Background: an optimization exercise with open tools, aiming at small area, a short achievable clock period and few clock cycles. Do not read the settings as production practice.
The RTL of this run was laid out without a check of its function.
No activity file was given, so power comes from the tool's default toggle rates.

## flow/design.v

```verilog
module prb_link #(
    parameter PANEL_W     = 240,
    parameter PANEL_H     = 240,
    parameter LINE_W      = 160,
    parameter SRC_H       = 144,
    parameter MADCTL_INIT = 8'h00,
    parameter COLMOD_16BPP = 8'h55,
    parameter MS_CYCLES   = 8
) (
    input             clk,
    input             rst,
    input             cmd_valid,
    output            cmd_ready,
    input      [12:0] cmd_addr,
    input      [31:0] cmd_data,
    output reg        rsp_valid,
    output     [7:0]  rsp_code,
    output     [15:0] rsp_off,
    output reg        sck,
    output reg        mosi,
    output reg        dc,
    output reg        csn,
    output reg        rstn,
    output reg        bl
);
    localparam X0 = (PANEL_W - LINE_W) / 2;
    localparam Y0 = (PANEL_H - SRC_H) / 2;
    localparam NRING = LINE_W / 16;
    localparam [3:0] F_NONE        = 4'h0;
    localparam [3:0] F_BAD_ACCESS  = 4'h1;
    localparam [3:0] F_BAD_REG     = 4'h2;
    localparam [3:0] F_NOT_OPEN    = 4'h6;
    localparam [3:0] F_OPEN        = 4'h7;
    localparam [3:0] F_INVERTED    = 4'h8;
    localparam [3:0] F_RANGE       = 4'h9;
    localparam [3:0] F_UNINIT      = 4'hA;
    localparam [3:0] F_PAL_INDEX   = 4'hB;
    localparam [3:0] F_ROW_RANGE   = 4'hE;
    localparam [2:0] OP_INIT  = 3'd0;
    localparam [2:0] OP_WIN   = 3'd1;
    localparam [2:0] OP_FILL  = 3'd2;
    localparam [2:0] OP_DRAW  = 3'd3;
    localparam [2:0] OP_PIXEL = 3'd4;
    localparam [2:0] OP_INV   = 3'd5;
    localparam [2:0] OP_IDLE  = 3'd6;
    localparam [2:0] OP_POWER = 3'd7;
    localparam [1:0] IT_BYTE = 2'd0;
    localparam [1:0] IT_RST0 = 2'd1;
    localparam [1:0] IT_RST1 = 2'd2;
    localparam [1:0] IT_END  = 2'd3;
    localparam [4:0] LB_INVALID = 5'h10;
    localparam [4:0] LB_BADHI   = 5'h11;
    reg [5*LINE_W-1:0] lbr;      
    reg [255:0] palr;            
    reg [15:0]  pal_v;
    reg [3:0]   ph;
    reg         sweep;
    reg         wb_v, wb_p;      
    reg [7:0]   wb_i;
    reg [15:0]  wb_d;            
    reg [7:0]   lb_ok;
    reg [7:0]  w_cs, w_ce, w_rs, w_re;
    reg        c_inv, c_rng, r_inv, r_rng;
    reg [15:0] f_col;
    reg [7:0]  f_x, f_y, f_w, f_h;
    reg        f_xb, f_yb, f_wb, f_hb;
    reg        sopen;
    reg        rdy;
    reg        s_idle, s_scan, s_pre, s_next, s_byte, s_wait;
    reg [2:0]  op;
    reg [4:0]  step;
    reg [7:0]  col, row;
    reg        half;
    reg [4:0]  lbq;
    reg        scv;
    reg [3:0]  nidx;
    reg        ni_v;
    reg [15:0] pcol;
    reg        pc_v;
    reg [7:0]  sh;
    reg [2:0]  bc;
    reg        blast;            
    reg        pfe;
    reg [1:0]  pw;
    reg [10:0] wcnt;
    reg        wz;               
    reg [3:0]  rcode;
    reg [12:0] roff;
    reg [1:0]  ik;
    reg [7:0]  iv;
    reg        idc, ife, ipix;
    reg [1:0]  ipw;
    assign cmd_ready = rdy;
    assign rsp_code  = {4'h0, rcode};
    assign rsp_off   = {3'b000, roff};
    wire [3:0]  ph_n   = ph + 4'd1;
    wire        ret    = wb_v & (wb_i[3:0] == ph);
    wire [15:0] pal_port = palr[15:0];
    wire [4:0]  wb_code = (wb_d[7:4] != 4'h0) ? LB_BADHI : {1'b0, wb_d[3:0]};
    reg  [4:0]  lbp;      
    integer k;
    always @(*) begin
        lbp = 5'd0;
        for (k = 0; k < NRING; k = k + 1)
            if (col[7:4] == k)
                lbp = lbr[16*k*5 +: 5];
    end
    wire [12:0] a = cmd_addr;
    wire [31:0] d = cmd_data;
    wire        acc = cmd_valid & rdy & ~rst;
    wire        mis    = (a[1:0] != 2'b00);
    wire        is_reg = (a[12:7] == 6'd0) & a[6];           
    wire        is_drw = (a[12:2] == 11'h020);               
    wire        is_pal = (a[12:6] == 7'b0000100);
    wire        is_lb  = (a[12:10] == 3'b100) & (a[9:2] < LINE_W);
    wire [4:0]  rsel   = a[6:2];
    wire [7:0]  lb_i   = a[9:2];
    wire [3:0]  pal_k  = a[5:2];
    wire [15:0] d_lo = d[15:0];
    wire [15:0] d_hi = d[31:16];
    wire        wr      = acc & ~mis & (is_lb | is_pal);
    wire [7:0]  wr_i    = is_pal ? {4'h0, pal_k} : lb_i;
    wire        lb_kg   = (d[7:4] == 4'h0) & pal_v[d[3:0]];
    wire        f_wz   = ~f_wb & (f_w == 8'd0);
    wire        f_hz   = ~f_hb & (f_h == 8'd0);
    wire [8:0]  f_xe   = {1'b0, f_x} + {1'b0, f_w};         
    wire [8:0]  f_ye   = {1'b0, f_y} + {1'b0, f_h};
    wire        f_orng = f_xb | f_wb | f_yb | f_hb |
                         (f_xe > PANEL_W) | (f_ye > PANEL_H);
    wire [7:0]  f_ce   = f_x + f_w - 8'd1;
    wire [7:0]  f_re   = f_y + f_h - 8'd1;
    wire g_init  = is_reg & (rsel == 5'h10) & ~sopen;
    wire g_wapp  = is_reg & (rsel == 5'h13) & ~sopen & ~(c_inv | r_inv) & ~(c_rng | r_rng);
    wire g_sadr  = is_reg & (rsel == 5'h14) & ~sopen & (d_lo < PANEL_W) & (d_hi < PANEL_H);
    wire g_pixel = is_reg & (rsel == 5'h16) & sopen;
    wire g_fgo   = is_reg & (rsel == 5'h1B) & ~sopen & ~f_wz & ~f_hz & ~f_orng;
    wire g_frame = is_reg & ((rsel == 5'h1C) | (rsel == 5'h1D) | (rsel == 5'h1F)) & ~sopen;
    wire g_draw  = is_drw & ~sopen & (d_lo < SRC_H);
    wire op_go   = acc & ~mis & (g_init | g_wapp | g_sadr | g_pixel | g_fgo | g_frame | g_draw);
    wire        pix    = (op == OP_FILL) | (op == OP_DRAW);
    wire        lastc  = (op == OP_DRAW) ? (row == LINE_W - 1) : (col == f_w - 8'd1);
    wire        lastr  = (op == OP_DRAW) | (row == f_h - 8'd1);
    reg [1:0]  it_k;
    reg [7:0]  it_v;
    reg        it_dc;     
    reg        it_fe;     
    reg        it_pix;    
    reg [1:0]  it_pw;     
    always @(*) begin
        it_k   = IT_BYTE;
        it_v   = 8'h00;
        it_dc  = 1'b1;
        it_fe  = 1'b0;
        it_pix = 1'b0;
        it_pw  = 2'd0;
        case (step)
            5'd0:  it_k = IT_RST0;
            5'd1:  it_k = IT_RST1;
            5'd2:  begin it_v = 8'h01; it_dc = 1'b0; it_fe = 1'b1; it_pw = 2'd1; end
            5'd3:  begin it_v = 8'h11; it_dc = 1'b0; it_fe = 1'b1; it_pw = 2'd2; end
            5'd4:  begin it_v = 8'h3A; it_dc = 1'b0; end
            5'd5:  begin it_v = COLMOD_16BPP; it_fe = 1'b1; end
            5'd6:  begin it_v = 8'h36; it_dc = 1'b0; end
            5'd7:  begin it_v = MADCTL_INIT; it_fe = 1'b1; end
            5'd8:  begin it_v = 8'h2A; it_dc = 1'b0; end
            5'd10: it_v = w_cs;
            5'd12: begin it_v = w_ce; it_fe = 1'b1; end
            5'd13: begin it_v = 8'h2B; it_dc = 1'b0; end
            5'd15: it_v = w_rs;
            5'd17: begin it_v = w_re; it_fe = 1'b1; end
            5'd18: begin it_v = 8'h2C; it_dc = 1'b0; it_fe = 1'b1; end
            5'd19: begin
                if (op == OP_INIT) begin
                    it_v = 8'h13; it_dc = 1'b0; it_fe = 1'b1;
                end else if (pix) begin
                    it_pix = 1'b1; it_fe = half & lastc & lastr;
                end else
                    it_k = IT_END;
            end
            5'd20: begin
                if (op == OP_INIT) begin
                    it_v = 8'h29; it_dc = 1'b0; it_fe = 1'b1; it_pw = 2'd3;
                end else
                    it_k = IT_END;
            end
            5'd22: begin
                it_dc = 1'b0; it_fe = 1'b1;
                case (op)
                    OP_INV:  it_v = {7'b0010000, wb_d[0]};
                    OP_IDLE: it_v = {7'b0011100, wb_d[0]};
                    default: begin
                        it_v  = {7'b0001000, ~wb_d[0]};
                        it_pw = wb_d[0] ? 2'd0 : 2'd3;
                    end
                endcase
            end
            5'd24: it_v = wb_d[15:8];
            5'd25: it_v = wb_d[7:0];
            5'd9, 5'd11, 5'd14, 5'd16: it_v = 8'h00;
            default: it_k = IT_END;
        endcase
    end
    wire [15:0] pc    = (op == OP_FILL) ? f_col : pcol;
    wire [7:0]  pbyte = half ? pc[7:0] : pc[15:8];
    wire need  = s_next | (blast & (pw == 2'd0)) | (s_wait & wz);
    wire stall = ipix & (op == OP_DRAW) & ~half & ~pc_v;
    wire ld    = need & ~stall;
    wire lo_ld = ld & ipix & half;
    wire fetch   = (op == OP_DRAW) & ~s_idle & ~s_scan;
    wire lb_cap  = fetch & ~ni_v & (col[3:0] == ph) & (col < LINE_W);
    wire pal_cap = fetch & ni_v & (nidx == ph) & (~pc_v | lo_ld);
    wire scan_al  = (col[3:0] == ph);
    wire scan_bad = s_scan & scv & (lbq[4] | ~pal_v[lbq[3:0]]);
    wire scan_ok  = s_scan & scv & ~scan_bad & (col == LINE_W);
    wire op_end    = (ld & (ik == IT_END)) | scan_bad;
    wire idle_n    = (s_idle & ~op_go) | op_end;
    wire nb_v      = wr | (wb_v & ~ret);
    wire [3:0] nb_i = wr ? wr_i[3:0] : wb_i[3:0];
    wire buf_ok_n  = ~nb_v | (nb_i == ph_n);
    wire sweep_n   = sweep & (ph != 4'd15);
    integer r, s;
    always @(posedge clk) begin
        for (r = 0; r < NRING; r = r + 1) begin
            for (s = 0; s < 15; s = s + 1)
                lbr[(16*r+s)*5 +: 5] <= lbr[(16*r+s+1)*5 +: 5];
            if (sweep)
                lbr[(16*r+15)*5 +: 5] <= LB_INVALID;
            else if (ret & ~wb_p & (wb_i[7:4] == r))
                lbr[(16*r+15)*5 +: 5] <= wb_code;
            else
                lbr[(16*r+15)*5 +: 5] <= lbr[(16*r)*5 +: 5];
        end
        for (s = 0; s < 15; s = s + 1)
            palr[16*s +: 16] <= palr[16*(s+1) +: 16];
        palr[16*15 +: 16] <= (ret & wb_p) ? wb_d : pal_port;
    end
    always @(posedge clk) begin
        lbq <= lbp;
        ik   <= it_k;
        iv   <= it_v;
        idc  <= it_dc;
        ife  <= it_fe;
        ipix <= it_pix;
        ipw  <= it_pw;
        if (acc) begin
            wb_p <= is_pal;
            wb_i <= wr_i;
            wb_d <= d_lo;
        end
        if (rst) begin
            ph    <= 4'd0;
            sweep <= 1'b1;
            wb_v  <= 1'b0;
            pal_v <= 16'h0000;
            lb_ok <= 8'd0;
        end else begin
            ph    <= ph_n;
            sweep <= sweep_n;
            if (wr)
                wb_v <= 1'b1;
            else if (ret)
                wb_v <= 1'b0;
            if (wr & is_pal)
                pal_v[pal_k] <= 1'b1;
            if (wr & is_lb) begin
                if (lb_i == lb_ok && lb_kg)
                    lb_ok <= lb_ok + 8'd1;
                else if (lb_i < lb_ok && !lb_kg)
                    lb_ok <= lb_i;
            end
            if (scan_bad)
                lb_ok <= roff[9:2];
            if (scan_ok)
                lb_ok <= LINE_W;
        end
    end
    always @(posedge clk) begin
        if (rst) begin
            rdy       <= 1'b0;
            s_idle    <= 1'b1;
            s_scan    <= 1'b0;
            s_pre     <= 1'b0;
            s_next    <= 1'b0;
            s_byte    <= 1'b0;
            s_wait    <= 1'b0;
            op        <= OP_INIT;
            step      <= 5'd0;
            rsp_valid <= 1'b0;
            rcode     <= 4'h0;
            roff      <= 13'h0;
            sck       <= 1'b0;
            mosi      <= 1'b0;
            dc        <= 1'b1;
            csn       <= 1'b1;
            rstn      <= 1'b1;
            bl        <= 1'b0;
            w_cs <= 8'd0; w_ce <= 8'd0; w_rs <= 8'd0; w_re <= 8'd0;
            c_inv <= 1'b0; c_rng <= 1'b0; r_inv <= 1'b0; r_rng <= 1'b0;
            f_col <= 16'h0;
            f_x <= 8'd0; f_y <= 8'd0; f_w <= 8'd0; f_h <= 8'd0;
            f_xb <= 1'b0; f_yb <= 1'b0; f_wb <= 1'b0; f_hb <= 1'b0;
            sopen     <= 1'b0;
            pfe       <= 1'b0;
            pw        <= 2'd0;
            blast     <= 1'b0;
            wz        <= 1'b0;
            scv       <= 1'b0;
            half      <= 1'b0;
            col       <= 8'd0;
            row       <= 8'd0;
            ni_v      <= 1'b0;
            pc_v      <= 1'b0;
        end else begin
            rsp_valid <= 1'b0;
            rdy       <= idle_n & ~sweep_n & buf_ok_n;
            s_pre     <= 1'b0;
            if (s_pre)
                s_next <= 1'b1;
            if (acc) begin
                rsp_valid <= ~op_go;
                rcode     <= F_NONE;
                roff      <= 13'h0;
                if (op_go) begin
                    s_idle <= 1'b0;
                    s_pre  <= 1'b1;
                end
                if (mis) begin
                    rcode <= F_BAD_ACCESS;
                    roff  <= a;
                end else if (is_pal | is_lb) begin
                end else if (is_drw) begin
                    if (sopen) begin
                        rcode <= F_OPEN; roff <= a;
                    end else if (!g_draw) begin
                        rcode <= F_ROW_RANGE; roff <= a;
                    end else begin
                        op   <= OP_DRAW;
                        col  <= lb_ok;
                        scv  <= 1'b0;
                        if (lb_ok == LINE_W) begin
                            w_cs <= X0;
                            w_ce <= X0 + LINE_W - 1;
                            w_rs <= Y0 + d[7:0];
                            w_re <= Y0 + d[7:0];
                            c_inv <= 1'b0; c_rng <= 1'b0; r_inv <= 1'b0; r_rng <= 1'b0;
                            step <= 5'd8;
                            col  <= 8'd0;
                            row  <= 8'd0;
                            half <= 1'b0;
                            ni_v <= 1'b0;
                            pc_v <= 1'b0;
                        end else begin
                            s_pre  <= 1'b0;
                            s_scan <= 1'b1;
                        end
                    end
                end else if (is_reg) begin
                    case (rsel)
                        5'h10: begin  
                            if (sopen) begin
                                rcode <= F_OPEN; roff <= a;
                            end else begin
                                w_cs <= 8'd0; w_ce <= PANEL_W - 1;
                                w_rs <= 8'd0; w_re <= PANEL_H - 1;
                                c_inv <= 1'b0; c_rng <= 1'b0; r_inv <= 1'b0; r_rng <= 1'b0;
                                op   <= OP_INIT;
                                step <= 5'd0;
                            end
                        end
                        5'h11: begin  
                            w_cs  <= d[7:0];
                            w_ce  <= d[23:16];
                            c_inv <= (d_lo > d_hi);
                            c_rng <= (d_hi >= PANEL_W);
                        end
                        5'h12: begin  
                            w_rs  <= d[7:0];
                            w_re  <= d[23:16];
                            r_inv <= (d_lo > d_hi);
                            r_rng <= (d_hi >= PANEL_H);
                        end
                        5'h13: begin  
                            if (sopen) begin
                                rcode <= F_OPEN; roff <= a;
                            end else if (c_inv | r_inv) begin
                                rcode <= F_INVERTED; roff <= a;
                            end else if (c_rng | r_rng) begin
                                rcode <= F_RANGE; roff <= a;
                            end else begin
                                op   <= OP_WIN;
                                step <= 5'd8;
                            end
                        end
                        5'h14: begin  
                            if (sopen) begin
                                rcode <= F_OPEN; roff <= a;
                            end else if (!g_sadr) begin
                                rcode <= F_RANGE; roff <= a;
                            end else begin
                                w_cs <= d[7:0];   w_ce <= d[7:0];
                                w_rs <= d[23:16]; w_re <= d[23:16];
                                c_inv <= 1'b0; c_rng <= 1'b0; r_inv <= 1'b0; r_rng <= 1'b0;
                                op   <= OP_WIN;
                                step <= 5'd8;
                            end
                        end
                        5'h15: begin  
                            if (sopen) begin
                                rcode <= F_OPEN; roff <= a;
                            end else begin
                                sopen <= 1'b1;
                                csn   <= 1'b0;
                            end
                        end
                        5'h16: begin  
                            if (!sopen) begin
                                rcode <= F_NOT_OPEN; roff <= a;
                            end else begin
                                op   <= OP_PIXEL;
                                step <= 5'd24;
                            end
                        end
                        5'h17: begin  
                            if (!sopen) begin
                                rcode <= F_NOT_OPEN; roff <= a;
                            end else begin
                                sopen <= 1'b0;
                                csn   <= 1'b1;
                            end
                        end
                        5'h18: f_col <= d_lo;
                        5'h19: begin
                            f_x <= d[7:0];   f_xb <= (d[15:8] != 8'd0);
                            f_y <= d[23:16]; f_yb <= (d[31:24] != 8'd0);
                        end
                        5'h1A: begin
                            f_w <= d[7:0];   f_wb <= (d[15:8] != 8'd0);
                            f_h <= d[23:16]; f_hb <= (d[31:24] != 8'd0);
                        end
                        5'h1B: begin  
                            if (sopen) begin
                                rcode <= F_OPEN; roff <= a;
                            end else if (f_wz | f_hz) begin
                                rcode <= F_INVERTED; roff <= a;
                            end else if (f_orng) begin
                                rcode <= F_RANGE; roff <= a;
                            end else begin
                                w_cs <= f_x; w_ce <= f_ce;
                                w_rs <= f_y; w_re <= f_re;
                                c_inv <= 1'b0; c_rng <= 1'b0; r_inv <= 1'b0; r_rng <= 1'b0;
                                op   <= OP_FILL;
                                step <= 5'd8;
                                col  <= 8'd0;
                                row  <= 8'd0;
                                half <= 1'b0;
                            end
                        end
                        5'h1E: bl <= d[0];  
                        default: begin  
                            if (sopen) begin
                                rcode <= F_OPEN; roff <= a;
                            end else begin
                                op   <= (rsel == 5'h1C) ? OP_INV :
                                        (rsel == 5'h1F) ? OP_IDLE : OP_POWER;
                                step <= 5'd22;
                            end
                        end
                    endcase
                end else begin
                    rcode <= F_BAD_REG;
                    roff  <= a;
                end
            end
            if (s_scan) begin
                scv <= scan_al;
                if (scan_al) begin
                    col  <= col + 8'd1;
                    roff <= {1'b1, 2'b00, col, 2'b00};
                end
                if (scan_bad) begin
                    if (lbq[4]) begin
                        rcode <= lbq[0] ? F_PAL_INDEX : F_UNINIT;
                        roff  <= roff;
                    end else begin
                        rcode <= F_UNINIT;
                        roff  <= {5'b00001, 2'b00, lbq[3:0], 2'b00};
                    end
                    rsp_valid <= 1'b1;
                    s_scan    <= 1'b0;
                    s_idle    <= 1'b1;
                end else if (scan_ok) begin
                    w_cs <= X0;
                    w_ce <= X0 + LINE_W - 1;
                    w_rs <= Y0 + wb_d[7:0];
                    w_re <= Y0 + wb_d[7:0];
                    c_inv <= 1'b0; c_rng <= 1'b0; r_inv <= 1'b0; r_rng <= 1'b0;
                    step <= 5'd8;
                    col  <= 8'd0;
                    row  <= 8'd0;
                    half <= 1'b0;
                    ni_v <= 1'b0;
                    pc_v <= 1'b0;
                    s_scan <= 1'b0;
                    s_pre  <= 1'b1;
                end
            end
            if (lb_cap) begin
                nidx <= lbp[3:0];
                ni_v <= 1'b1;
                col  <= col + 8'd1;
            end
            if (pal_cap) begin
                ni_v <= 1'b0;
                pcol <= pal_port;
                pc_v <= 1'b1;
            end else if (lo_ld)
                pc_v <= 1'b0;
            if (s_byte) begin
                if (!sck) begin
                    sck   <= 1'b1;
                    csn   <= 1'b0;
                    blast <= (bc == 3'd7);
                end else if (!blast) begin
                    sck  <= 1'b0;
                    mosi <= sh[6];
                    sh   <= {sh[6:0], 1'b0};
                    bc   <= bc + 3'd1;
                end else begin
                    sck   <= 1'b0;
                    blast <= 1'b0;
                    if (pw != 2'd0) begin
                        csn    <= 1'b1;
                        pfe    <= 1'b0;
                        pw     <= 2'd0;
                        wcnt   <= (pw == 2'd1) ? 11'd1198 :
                                  (pw == 2'd2) ? 11'd958 : 11'd959;
                        wz     <= 1'b0;
                        s_byte <= 1'b0;
                        s_wait <= 1'b1;
                    end else if (stall) begin
                        s_byte <= 1'b0;
                        s_next <= 1'b1;
                    end
                end
            end
            if (s_wait) begin
                wcnt <= wcnt - 11'd1;
                wz   <= (wcnt == 11'd1);
                if (wz & stall) begin
                    s_wait <= 1'b0;
                    s_next <= 1'b1;
                end
            end
            if (ld) begin
                if (pfe)
                    csn <= 1'b1;
                pfe    <= 1'b0;
                step   <= step + 5'd1;
                s_next <= 1'b0;
                s_byte <= 1'b0;
                s_wait <= 1'b0;
                case (ik)
                    IT_BYTE: begin
                        sh     <= ipix ? pbyte : iv;
                        mosi   <= ipix ? pbyte[7] : iv[7];
                        dc     <= idc;
                        bc     <= 3'd0;
                        pfe    <= ife;
                        pw     <= ipw;
                        s_byte <= 1'b1;
                        if (ipix) begin
                            step <= step;
                            if (!half) begin
                                half <= 1'b1;
                            end else begin
                                half <= 1'b0;
                                if (op == OP_DRAW) begin
                                    if (lastc) step <= 5'd20;
                                    else row <= row + 8'd1;
                                end else if (lastc) begin
                                    col <= 8'd0;
                                    if (lastr) step <= 5'd20;
                                    else row <= row + 8'd1;
                                end else
                                    col <= col + 8'd1;
                            end
                        end
                    end
                    IT_RST0: begin
                        rstn   <= 1'b0;
                        wcnt   <= 11'd799;
                        wz     <= 1'b0;
                        s_wait <= 1'b1;
                    end
                    IT_RST1: begin
                        rstn   <= 1'b1;
                        wcnt   <= 11'd798;
                        wz     <= 1'b0;
                        s_wait <= 1'b1;
                    end
                    default: begin
                        rsp_valid <= 1'b1;
                        rcode     <= F_NONE;
                        roff      <= 13'h0;
                        s_idle    <= 1'b1;
                    end
                endcase
            end
        end
    end
endmodule
```

## flow/run.sh

```bash
#!/bin/bash
# synth_recipe.tcl (not shown) runs the flow's synth.tcl, then flattens the netlist and writes it again
# the make line also repeats each setting of config.mk as NAME=value (left out here)
make -C /OpenROAD-flow-scripts/flow DESIGN_CONFIG=/design/flow/config.mk WORK_HOME=/design/flow/orfs CLKGATE_MAP_FILE= SYNTH_SCRIPT=/design/flow/synth_recipe.tcl finish
```

## flow/config.mk

```make
export PLATFORM = sky130hd
export DESIGN_NAME = prb_link
export DESIGN_NICKNAME = prb_link
export VERILOG_FILES = /design/flow/design.v
export SDC_FILE = /design/flow/constraint.sdc
export NUM_CORES = 4
export LEC_CHECK = 0
export CAP_MARGIN = 20
export CORE_MARGIN = 2
export CORE_UTILIZATION = 40
export PLACE_DENSITY = 0.6
export SETUP_SLACK_MARGIN = 4.5
export SLEW_MARGIN = 20
```

## flow/constraint.sdc

```tcl
create_clock -name core_clock -period 8.0 [get_ports {clk}]
set_input_delay 1.6000 -clock core_clock [delete_from_list [all_inputs] [get_ports {clk}]]
set_output_delay 1.6000 -clock core_clock [all_outputs]
set_load 0.01 [all_outputs]
```

==> notes.md <==
-- metrics by stage --
| step | utilization | cell area, um^2 | power [uW] |
|---|---|---|---|
| 2_1_floorplan | - | 41000 | 6970 |
| 3_3_place_gp | 0.428 | 43000 | 7090 |
| 5_1_grt | 0.487 | 48900 | 13400 |
| 6_report | 0.487 | 48900 | 12900 |
| 4_1_cts | 0.482 | 48400 | 13100 |
| 3_5_place_dp | 0.428 | 43000 | 7090 |
-- cell usage after synthesis, drive strengths merged (42+ instances only) --
cell type / number
o21ai: 106
ha: 99
nor3: 58
nand2: 257
clkbuf: 127
a21oi: 209
edfxtp: 66
inv: 118
a31oi: 48
dfxtp: 1259
mux2i: 56
nor2: 248
nand3: 89
xor2: 42
-- cell families (layout without fill, tap and decap cells) --
group           count (synthesis)  in the layout  share of synthesized area
flops                        1325           1325                      0.669
simple gates                  905            907                      0.110
buf+inv                       279            576                     0.0274
mux                            94             94                     0.0299
fa+ha+maj                     103            103                     0.0324
compound gates                688            688                      0.115
xor+xnor                       77             77                     0.0166
other cells                     1              9                  0.0000923
-- repair_timing --
| item | in CTS | in global routing |
|---|---|---|
| resized for setup | 195 | 108 |
| endpoints found under the setup margin | 164 | 111 |
| gates cloned | 3 | 1 |
| setup buffers | 75 | 38 |
| pin swaps | 40 | 41 |
| endpoints found under the hold margin | 0 | 0 |
-- layer usage --
layer | wire length, um | share of wire
met4 | 6090 | 0.055
met5 | 55 | 0.00050
met1 | 48900 | 0.44
met3 | 9640 | 0.087
met2 | 45800 | 0.41
-- critical path, stage by stage --
cell	delay [ns]
sky130_fd_sc_hd__clkdlybuf4s15_1	0.47
sky130_fd_sc_hd__nand4_1	0.35
sky130_fd_sc_hd__nand4_1	0.14
sky130_fd_sc_hd__buf_4	0.17
sky130_fd_sc_hd__nor4_4	0.39
sky130_fd_sc_hd__buf_6	0.17
sky130_fd_sc_hd__or2_4	0.15
sky130_fd_sc_hd__a221oi_1	0.08
sky130_fd_sc_hd__or4_1	0.49
sky130_fd_sc_hd__a31oi_1	0.17
-- registers in the layout, summed over array words and instances, names as in the netlist, 11 cells and up --
name and flops:
lbr 800, palr 256, f_col 16, pal_v 16, pcol 16, wb_d 16
roff 13, wcnt 11
-- area by class of cell --
class                      instances  area share
sequential                      1325       0.556
multi-input combinational       1876       0.271
clock buffer                     183      0.0748
timing repair buffer             226      0.0414
tap                             1357      0.0347
clock inverter                    46      0.0124
inverter                         121     0.00949
antenna                            2    0.000102
-- power breakdown --
part | internal (uW) | switching (uW) | total (uW)
clock | 3470 | 2480 | 5950
sequential | 6670 | 28.5 | 6690
combinational | 102 | 190 | 291
total | 10200 | 2700 | 12900
-- how the worst max path moves through the flow --
stage / from / endpoint / slack, ns / depth (start not counted)
2_1_floorplan: cmd_data[11] / w_rs[0] / 4.10 / 8
3_3_place_gp: cmd_addr[3] / w_rs[6] / 2.39 / 10
3_5_place_dp: cmd_addr[3] / w_re[3] / 2.36 / 9
4_1_cts: f_h[2] / w_re[3] / 4.48 / 12
5_1_grt: cmd_data[20] / w_re[3] / 4.44 / 10
6_report: cmd_data[20] / w_re[3] / 4.42 / 10
==> notes.md <==
global-route wire length before repair=162,000 um; total global routing overflow=0; final count of hold timing violations=0; cell type with the largest total area after synthesis=sky130_fd_sc_hd__dfxtp_1; source of the worst register-to-register timing path=lbq[0]; area of the core=100,000 um^2; average detailed-routed wire length per instance=21.5 um; Synth cell types=96; filler cell count in the final layout=9,024; cell types with the largest area share after synthesis=sky130_fd_sc_hd__dfxtp_1, sky130_fd_sc_hd__edfxtp_1, sky130_fd_sc_hd__ha_1; HP Start=palr[68]; Slew HR=0.267; overall routing resource usage=0.208; commonest cells after routing, fill and taps aside=sky130_fd_sc_hd__dfxtp_1, sky130_fd_sc_hd__nand2_1, sky130_fd_sc_hd__nor2_1; HP Class=flop to flop; share of layout cells above drive strength 1=0.161; root buffer cell=sky130_fd_sc_hd__clkbuf_16; number of placement rows=116; Iteration-0 DRC Markers=2,649; count of mapped cells out of synthesis=3,472; Post-Syn Area=40,600 um^2; pre-CTS setup slack=2.36 ns; share of the clock period used by the worst path after layout=0.447; clock buffers created by TritonCTS=120; synthesis-stage register bit count=1,325; maximum achievable frequency=279 MHz; I/O pin cnt=80; Min Hold Slack=0.298 ns; worst ir drop on vdd=243 uV; nature of the critical path endpoint=flop; Finish-stage setup viols=0; Critical Path AT=4.19 ns; worst slew pin tran=1.10 ns; predominant post-synthesis flop cell=sky130_fd_sc_hd__dfxtp_1; total number of clock tree sinks=1,325; area share of the largest cell type after synthesis=0.620; synth warn=1; routability-driven placement congestion ratio=0.994; DPL Wire Length=75,300 um; Avg Vias per Cell=5.26; number of nets in the layout=3,821; TritonCTS clock tree=yes; die outline width=323 um; LEAKAGE=0.0191 uW; DRC Markers=0; Clock Tree Buf Depth=3; total number of vias=27,017; worst reg2reg path depth=8; max-capacitance violation count=0; worst-path fanout max=7; setup slack of the most critical reg-to-reg path=4.55 ns; met2 track demand over resource=0.304; status=finished clean; register area=27,200 um^2; number of synthesized flops with an enable pin=66; layout overhead on the synthesized area=20.4%; met1 capacity usage during global routing=0.289; die footprint=104,000 um^2; Setup TNS=0 ns; Clock Latency Late Sink=0.73 ns; commonest non-fill, non-tap cell in the layout=sky130_fd_sc_hd__dfxtp_1; Post-Route WL=110,000 um; Initial Utilization=0.405; most crowded layer after global routing=met2; crit path setup slack, layout=4.42 ns; vias in the first global route=25,249; element type at the critical path start=input pin; 1st-pass router iterations=7; hold buffer count at cts=0; critical path required time=8.61 ns; register area share after synthesis=0.669; Crit Path Class=input pin to flop; Die Y-Extent=323 um; number of levels in the clock H-tree=3; pins over their slew limit=0; setup repair after global routing missed its margin=true; mean instance size in the synthesized netlist=11.7 um^2; largest net degree at the start of global routing=81; fin crit period=3.58 ns; Hold Path Sink=palr[52]; clock-pin transition on the worst setup and hold timing paths=0.06 ns; count of port buffers added during placement=72; M3 GR Usage=0.0480; number of nets with antenna violations after routing=0; worst-case clock skew=0.0513 ns; number of cells on the worst hold path=0; pwr/cell area=264 nW/um^2; terminus of the critical flop-to-flop path=col[7]; Post-synth ARST share=0; initial antenna violation count=2; number of cells in the design after placement=4,788; Cell Count, Final, Fillers Out=5,136; area taken by multi-input logic gates=13,300 um^2

[separate check: timing with driven ports]
No port has a modelled driver above. Below, the same layout with a new extraction and two added sets of constraints. Step 1 assumes that a clkbuf_16 drives the clock port and a buf_2 every other input. Step 2, shift: input delay + t, output delay - t, t = (earliest + latest rising clock arrival at the registers) / 2. This alone moves slack from input paths to output paths. Slacks: ideal / step 1 / step 2; pairs: ideal / step 1.
shift t [ns]: 0.776
setup slack, ns: 4.422 / 4.420 / 3.668
worst setup path at the end: input to register
cell pins on the clock port's net: 1
After both steps setup and hold are still met in this run. For this run, drivers alone change the setup slack by -0.002 ns; drivers and shift together by -0.754 ns.
